Context: an optimization exercise on an open-source flow, tuned for small area, a short achievable clock period and few clock cycles per item. The choices shown serve that exercise and are no tape-out recipe. RTL that was checked went through simulation tests only; none was proved equivalent to the original.

the previous run:
==> module aes_mixcol, before the edit <==
module aes_mixcol (
    input  wire [31:0] c,
    output wire [31:0] y
);
    function [7:0] x2;   
        input [7:0] a;
        x2 = {a[6:0], 1'b0} ^ (a[7] ? 8'h1b : 8'h00);
    endfunction
    wire [7:0] a0 = c[7:0], a1 = c[15:8], a2 = c[23:16], a3 = c[31:24];
    wire [7:0] t = a0 ^ a1 ^ a2 ^ a3;
    assign y[7:0]   = a0 ^ t ^ x2(a0 ^ a1);
    assign y[15:8]  = a1 ^ t ^ x2(a1 ^ a2);
    assign y[23:16] = a2 ^ t ^ x2(a2 ^ a3);
    assign y[31:24] = a3 ^ t ^ x2(a3 ^ a0);
endmodule
==> module aes_inv_mixcol_delta, before the edit <==
module aes_inv_mixcol_delta (
    input  wire [31:0] c,
    output wire [31:0] y
);
    function [7:0] x2;   
        input [7:0] a;
        x2 = {a[6:0], 1'b0} ^ (a[7] ? 8'h1b : 8'h00);
    endfunction
    wire [7:0] u = x2(x2(c[7:0]  ^ c[23:16]));
    wire [7:0] v = x2(x2(c[15:8] ^ c[31:24]));
    wire [7:0] t = x2(u ^ v);
    assign y = {t ^ v, t ^ u, t ^ v, t ^ u};
endmodule
==> module aes256_core, before the edit <==
module aes256_core (
    input  wire         clk,
    input  wire         rst,
    input  wire         start,
    input  wire [1:0]   op,
    input  wire [255:0] key,
    input  wire [127:0] din,
    output reg          ready,
    output reg          done,
    output reg          err,
    output wire [127:0] dout
);
    function [127:0] sig;
        input [127:0] a;
        sig = {a[63:32], a[95:64], a[127:96], a[31:0]};
    endfunction
    reg [255:0] ks;          
    reg [255:0] ke;          
    reg         kv;          
    reg         wpend;       
    reg         wact;        
    reg         v1, d1, x1;  
    reg [3:0]   c1;          
    reg [127:0] s1;          
    reg [255:0] k1;          
    reg         v2, d2, x2;
    reg         z2;          
    reg [3:0]   c2;
    reg [191:0] m2;          
    reg [47:0]  q2;          
    reg [255:0] k2;
    reg         v3, d3, x3;
    reg [3:0]   c3;
    reg [127:0] u3;          
    reg [255:0] k3;          
    wire last3 = (c3 == 4'd13);
    reg  free3;                     
    reg  fin2;                      
    genvar gi;
    wire [127:0] sr;
    wire [191:0] ma;
    wire [47:0]  qa;
    generate
        for (gi = 0; gi < 16; gi = gi + 1) begin : g_a
            assign sr[8*gi+7:8*gi] =
                s1[8*((gi % 4) + 4*(((gi / 4) + (gi % 4)) % 4)) +: 8];
            aes_sbox_a u_sa (.x(sr[8*gi+7:8*gi]), .dec(d1), .m(ma[12*gi+11:12*gi]));
        end
        for (gi = 0; gi < 4; gi = gi + 1) begin : g_ka
            aes_sboxf_a u_ka (.x(k1[224+8*gi+7:224+8*gi]), .m(qa[12*gi+11:12*gi]));
        end
    endgenerate
    wire [127:0] b;
    wire [31:0]  sw;
    generate
        for (gi = 0; gi < 16; gi = gi + 1) begin : g_b
            aes_sbox_b u_sb (.m(m2[12*gi+11:12*gi]), .dec(d2), .y(b[8*gi+7:8*gi]));
        end
        for (gi = 0; gi < 4; gi = gi + 1) begin : g_kb
            aes_sboxf_b u_kb (.m(q2[12*gi+11:12*gi]), .y(sw[8*gi+7:8*gi]));
        end
    endgenerate
    wire [127:0] rkb = k2[255:128];
    wire [127:0] bb  = (z2 && d2) ? sig(b) : b;
    wire [127:0] kb  = z2 ? rkb : d2 ? sig(rkb) : 128'h0;
    wire [127:0] ub  = bb ^ kb;
    wire [7:0]  rcon = d2 ? (8'h40 >> c2[3:1]) : (8'h01 << c2[3:1]);
    wire [31:0] t    = c2[0] ? sw : ({sw[7:0], sw[31:8]} ^ {24'h0, rcon});
    wire [31:0] l0 = k2[31:0], l1 = k2[63:32], l2 = k2[95:64], l3 = k2[127:96];
    wire [31:0] p1 = l1 ^ l0;
    wire [31:0] p2 = d2 ? (l2 ^ l1) : (l2 ^ l1 ^ l0);
    wire [31:0] p3 = d2 ? (l3 ^ l2) : (l3 ^ l2 ^ l1 ^ l0);
    wire [31:0] te = d2 ? 32'h0 : t;
    wire [31:0] n0 = l0 ^ t;
    wire [31:0] n1 = p1 ^ te;
    wire [31:0] n2 = p2 ^ te;
    wire [31:0] n3 = p3 ^ te;
    wire [255:0] nk = {n3, n2, n1, n0, k2[255:128]};
    wire [127:0] rk = k3[127:0];    
    wire [127:0] ns;
    generate
        for (gi = 0; gi < 4; gi = gi + 1) begin : g_mc
            wire [31:0] dl, mc;
            aes_inv_mixcol_delta u_dl (.c(u3[32*gi+31:32*gi]), .y(dl));
            aes_mixcol u_mc (.c(u3[32*gi+31:32*gi]), .y(mc));
            assign ns[32*gi+31:32*gi] = mc ^ (d3 ? dl : rk[32*gi+31:32*gi]);
        end
    endgenerate
    assign dout = u3;
    wire acc     = start && ready;
    wire blk     = acc && (op != 2'b00);
    wire launch  = blk && kv;
    wire wlaunch = wpend && free3;
    wire ldec    = op[1] && !wpend;
    wire [127:0] s_new = ldec ? sig(din ^ ke[255:128]) : (din ^ ks[127:0]);
    wire [255:0] k_new = ldec ? {ke[127:0], ke[255:128]} : ks;
    wire wpend_n = wlaunch ? 1'b0 : (acc && op == 2'b00) ? 1'b1 : wpend;
    wire wact_n  = (v2 && z2 && x2) ? 1'b0 : wlaunch ? 1'b1 : wact;
    always @(posedge clk) begin
        v2 <= v1; d2 <= d1; x2 <= x1; c2 <= c1; z2 <= (c1 == 4'd13);
        m2 <= ma; q2 <= qa; k2 <= k1;
        v3 <= v2; d3 <= d2; x3 <= x2; c3 <= c2;
        free3 <= !v2 || (c2 == 4'd13);
        fin2  <= v1 && (c1 == 4'd13) && x1;
        u3 <= ub; k3 <= nk;
        done <= 1'b0;
        err  <= 1'b0;
        if (free3) begin
            s1 <= s_new;
            k1 <= k_new;
        end else begin
            s1 <= ns;
            k1 <= k3;
        end
        if (launch) begin
            v1 <= 1'b1; d1 <= op[1]; x1 <= 1'b0; c1 <= 4'd0;
        end else if (wlaunch) begin
            v1 <= 1'b1; d1 <= 1'b0; x1 <= 1'b1; c1 <= 4'd0;
        end else begin
            v1 <= v3 && !last3; d1 <= d3; x1 <= x3; c1 <= c3 + 4'd1;
        end
        ready <= !wpend_n && !wact_n && (!v2 || c2 == 4'd13);
        if (acc && op == 2'b00) begin
            ks <= key;
            kv <= 1'b1;
        end
        wpend <= wpend_n;
        wact  <= wact_n;
        if (blk && !kv) begin
            done <= 1'b1;
            err  <= 1'b1;
        end
        if (v2 && z2)
            done <= 1'b1;
        if (fin2)
            ke <= k2;
        if (rst) begin
            v1 <= 1'b0; v2 <= 1'b0; v3 <= 1'b0;
            free3 <= 1'b1; fin2 <= 1'b0;
            kv <= 1'b0; wpend <= 1'b0; wact <= 1'b0;
            done <= 1'b0;
            ready <= 1'b1;
        end
    end
endmodule
export LEC_CHECK = 0
export CAP_MARGIN = 20
export CORE_MARGIN = 2
export CORE_UTILIZATION = 40
export CTS_BUF_LIST = sky130_fd_sc_hd__clkbuf_16
export CTS_CLUSTER_DIAMETER = 120
export CTS_CLUSTER_SIZE = 18
export SLEW_MARGIN = 20
create_clock -name core_clock -period 10.0 [get_ports {clk}]
standard.sh (not shown) runs the stock make flow with config.mk's settings and CLKGATE_MAP_FILE= SYNTH_SCRIPT=/design/flow/synth_recipe.tcl, a recipe that flattens the netlist after the stock synthesis.
==> flow/flow/run.sh <==
#!/bin/bash
# Own flow: the standard layout (standard.sh) with three changes:
#  - synthesis maps with an ABC script suited to XOR-heavy logic
#    (flow/abc.script) and skips the full/half adder extraction; registers,
#    flattening and renaming are the standard synthesis's;
#  - timing repair aims SETUP_SLACK_MARGIN ns below the clock period;
#  - ports are buffered with a plain buffer cell, and the delay cells are
#    not used as buffers.
set -euo pipefail
W=$(pwd)
MARGIN=6.5
SYN=$FLOW_HOME/scripts/synth.tcl
sed -e 's|^\(\s*\)\[env_var_exists_and_non_empty ADDER_MAP_FILE\] &&|\10 \&\& [env_var_exists_and_non_empty ADDER_MAP_FILE] \&\&|' \
    -e "s|^\(\s*\)log_cmd abc {\*}\$abc_args|\1log_cmd abc -script $W/flow/abc.script {*}[lrange \$abc_args 2 end]|" \
    "$SYN" > "$W/synth_own.tcl"
grep -q '0 && \[env_var_exists_and_non_empty ADDER_MAP_FILE\]' "$W/synth_own.tcl"
grep -q "log_cmd abc -script $W/flow/abc.script" "$W/synth_own.tcl"
sed "s|source \$::env(SCRIPTS_DIR)/synth.tcl|source $W/synth_own.tcl|" synth_recipe.tcl > "$W/synth_recipe_own.tcl"
grep -q "source $W/synth_own.tcl" "$W/synth_recipe_own.tcl"
sed -e "s|SYNTH_SCRIPT=[^ ]*|SYNTH_SCRIPT=$W/synth_recipe_own.tcl|" \
    -e "s|\"\${@:-finish}\"|SETUP_SLACK_MARGIN=$MARGIN \"\${@:-finish}\"|" standard.sh > "$W/standard_own.sh"
grep -q "SYNTH_SCRIPT=$W/synth_recipe_own.tcl" "$W/standard_own.sh"
grep -q "SETUP_SLACK_MARGIN=$MARGIN" "$W/standard_own.sh"
export BUFFER_PORTS_ARGS="-buffer_cell sky130_fd_sc_hd__buf_1"
DLY=""
for c in clkdlybuf4s15_1 clkdlybuf4s15_2 clkdlybuf4s18_1 clkdlybuf4s18_2 clkdlybuf4s25_1 \
         clkdlybuf4s25_2 clkdlybuf4s50_1 clkdlybuf4s50_2 dlygate4sd1_1 dlygate4sd2_1 \
         dlygate4sd3_1 dlymetal6s2s_1 dlymetal6s4s_1 dlymetal6s6s_1; do
  DLY="$DLY sky130_fd_sc_hd__$c"
done
export DONT_USE_CELLS="$DLY"
bash "$W/standard_own.sh" > "$W/flow_make.log" 2>&1
==> flow/flow/abc.script <==
strash
&get -n
&dch -x
&nf -R 1000
&put
buffer -c
topo
stime -c
upsize -c
dnsize -c
Input-level comparison between the current run and the previous run:
diff --git a/flow/design.v b/flow/design.v
--- a/flow/design.v
+++ b/flow/design.v
@@ -387,35 +387,40 @@
     assign y[7] = t67;
 endmodule
 module aes_mixcol (
     input  wire [31:0] c,
     output wire [31:0] y
 );
-    function [7:0] x2;   
-        input [7:0] a;
-        x2 = {a[6:0], 1'b0} ^ (a[7] ? 8'h1b : 8'h00);
-    endfunction
-    wire [7:0] a0 = c[7:0], a1 = c[15:8], a2 = c[23:16], a3 = c[31:24];
-    wire [7:0] t = a0 ^ a1 ^ a2 ^ a3;
-    assign y[7:0]   = a0 ^ t ^ x2(a0 ^ a1);
-    assign y[15:8]  = a1 ^ t ^ x2(a1 ^ a2);
-    assign y[23:16] = a2 ^ t ^ x2(a2 ^ a3);
-    assign y[31:24] = a3 ^ t ^ x2(a3 ^ a0);
+    wire [7:0] a0 = c[7:0];
+    wire [7:0] a1 = c[15:8];
+    wire [7:0] a2 = c[23:16];
+    wire [7:0] a3 = c[31:24];
+    wire [7:0] x0 = {a0[6:0], 1'b0} ^ (a0[7] ? 8'h1b : 8'h00);
+    wire [7:0] x1 = {a1[6:0], 1'b0} ^ (a1[7] ? 8'h1b : 8'h00);
+    wire [7:0] x2 = {a2[6:0], 1'b0} ^ (a2[7] ? 8'h1b : 8'h00);
+    wire [7:0] x3 = {a3[6:0], 1'b0} ^ (a3[7] ? 8'h1b : 8'h00);
+    assign y[7:0]   = x0 ^ (x1 ^ a1) ^ a2 ^ a3;
+    assign y[15:8]  = a0 ^ x1 ^ (x2 ^ a2) ^ a3;
+    assign y[23:16] = a0 ^ a1 ^ x2 ^ (x3 ^ a3);
+    assign y[31:24] = (x0 ^ a0) ^ a1 ^ a2 ^ x3;
 endmodule
-module aes_inv_mixcol_delta (
+module aes_inv_mixcol_pre (
     input  wire [31:0] c,
     output wire [31:0] y
 );
-    function [7:0] x2;   
+    function [7:0] x4;   
         input [7:0] a;
-        x2 = {a[6:0], 1'b0} ^ (a[7] ? 8'h1b : 8'h00);
+        reg   [7:0] t;
+        begin
+            t  = {a[6:0], 1'b0} ^ (a[7] ? 8'h1b : 8'h00);
+            x4 = {t[6:0], 1'b0} ^ (t[7] ? 8'h1b : 8'h00);
+        end
     endfunction
-    wire [7:0] u = x2(x2(c[7:0]  ^ c[23:16]));
-    wire [7:0] v = x2(x2(c[15:8] ^ c[31:24]));
-    wire [7:0] t = x2(u ^ v);
-    assign y = {t ^ v, t ^ u, t ^ v, t ^ u};
+    wire [7:0] u = x4(c[7:0]  ^ c[23:16]);
+    wire [7:0] v = x4(c[15:8] ^ c[31:24]);
+    assign y = {c[31:24] ^ v, c[23:16] ^ u, c[15:8] ^ v, c[7:0] ^ u};
 endmodule
 module aes256_core (
     input  wire         clk,
     input  wire         rst,
     input  wire         start,
     input  wire [1:0]   op,
@@ -493,16 +498,16 @@
     wire [31:0] n3 = p3 ^ te;
     wire [255:0] nk = {n3, n2, n1, n0, k2[255:128]};
     wire [127:0] rk = k3[127:0];    
     wire [127:0] ns;
     generate
         for (gi = 0; gi < 4; gi = gi + 1) begin : g_mc
-            wire [31:0] dl, mc;
-            aes_inv_mixcol_delta u_dl (.c(u3[32*gi+31:32*gi]), .y(dl));
-            aes_mixcol u_mc (.c(u3[32*gi+31:32*gi]), .y(mc));
-            assign ns[32*gi+31:32*gi] = mc ^ (d3 ? dl : rk[32*gi+31:32*gi]);
+            wire [31:0] pre, mc;
+            aes_inv_mixcol_pre u_pre (.c(u3[32*gi+31:32*gi]), .y(pre));
+            aes_mixcol u_mc (.c(d3 ? pre : u3[32*gi+31:32*gi]), .y(mc));
+            assign ns[32*gi+31:32*gi] = mc ^ (d3 ? 32'h0 : rk[32*gi+31:32*gi]);
         end
     endgenerate
     assign dout = u3;
     wire acc     = start && ready;
     wire blk     = acc && (op != 2'b00);
     wire launch  = blk && kv;
Findings:
The CTS buffer count on the previous run is in line with that on the current run. Worst hold slack after final layout is lower on the previous run. Post-CTS setup buffer count: lower on the current run. The current run vs the previous run: count of multi-input combinational gates up slightly. Delta (the current run minus the previous run): count of different cell masters after synthesis went up; synthesized cell count went up by 78.
Testbench counts of the current run, summed over its fixed seeds: cycles 12,152, blocks 768.
For the previous run, only the layout was checked, not whether the RTL still works.

-- afterwards: timing with drivers on the ports --
No port has a modelled driver above. Below, the same layouts with a new extraction and two added sets of constraints. Step 1 assumes that a clkbuf_16 drives the clock port and a buf_2 every other input. Step 2, shift: input delay + t, output delay - t, t = (earliest + latest rising clock arrival at the registers) / 2. This alone moves slack from input paths to output paths. Slacks: ideal ports / drivers / drivers and shift; pairs: ideal ports / drivers.
run	t (ns)	slack for setup (ns)	worst hold slack (ns)	worst slew at a driven data input, ns	pins driven straight from the clock port
the previous run	0.887	6.401 / 6.401 / 5.761	0.311 / 0.311 / 0.311	0.26	1
the current run	0.883	6.518 / 6.429 / 5.748	0.323 / 0.323 / 0.323	0.28	1
After both steps setup and hold are still met in every run listed. The setup slack of the current run, which loses most, moves by -0.089 ns with the drivers and by -0.770 ns with both steps.
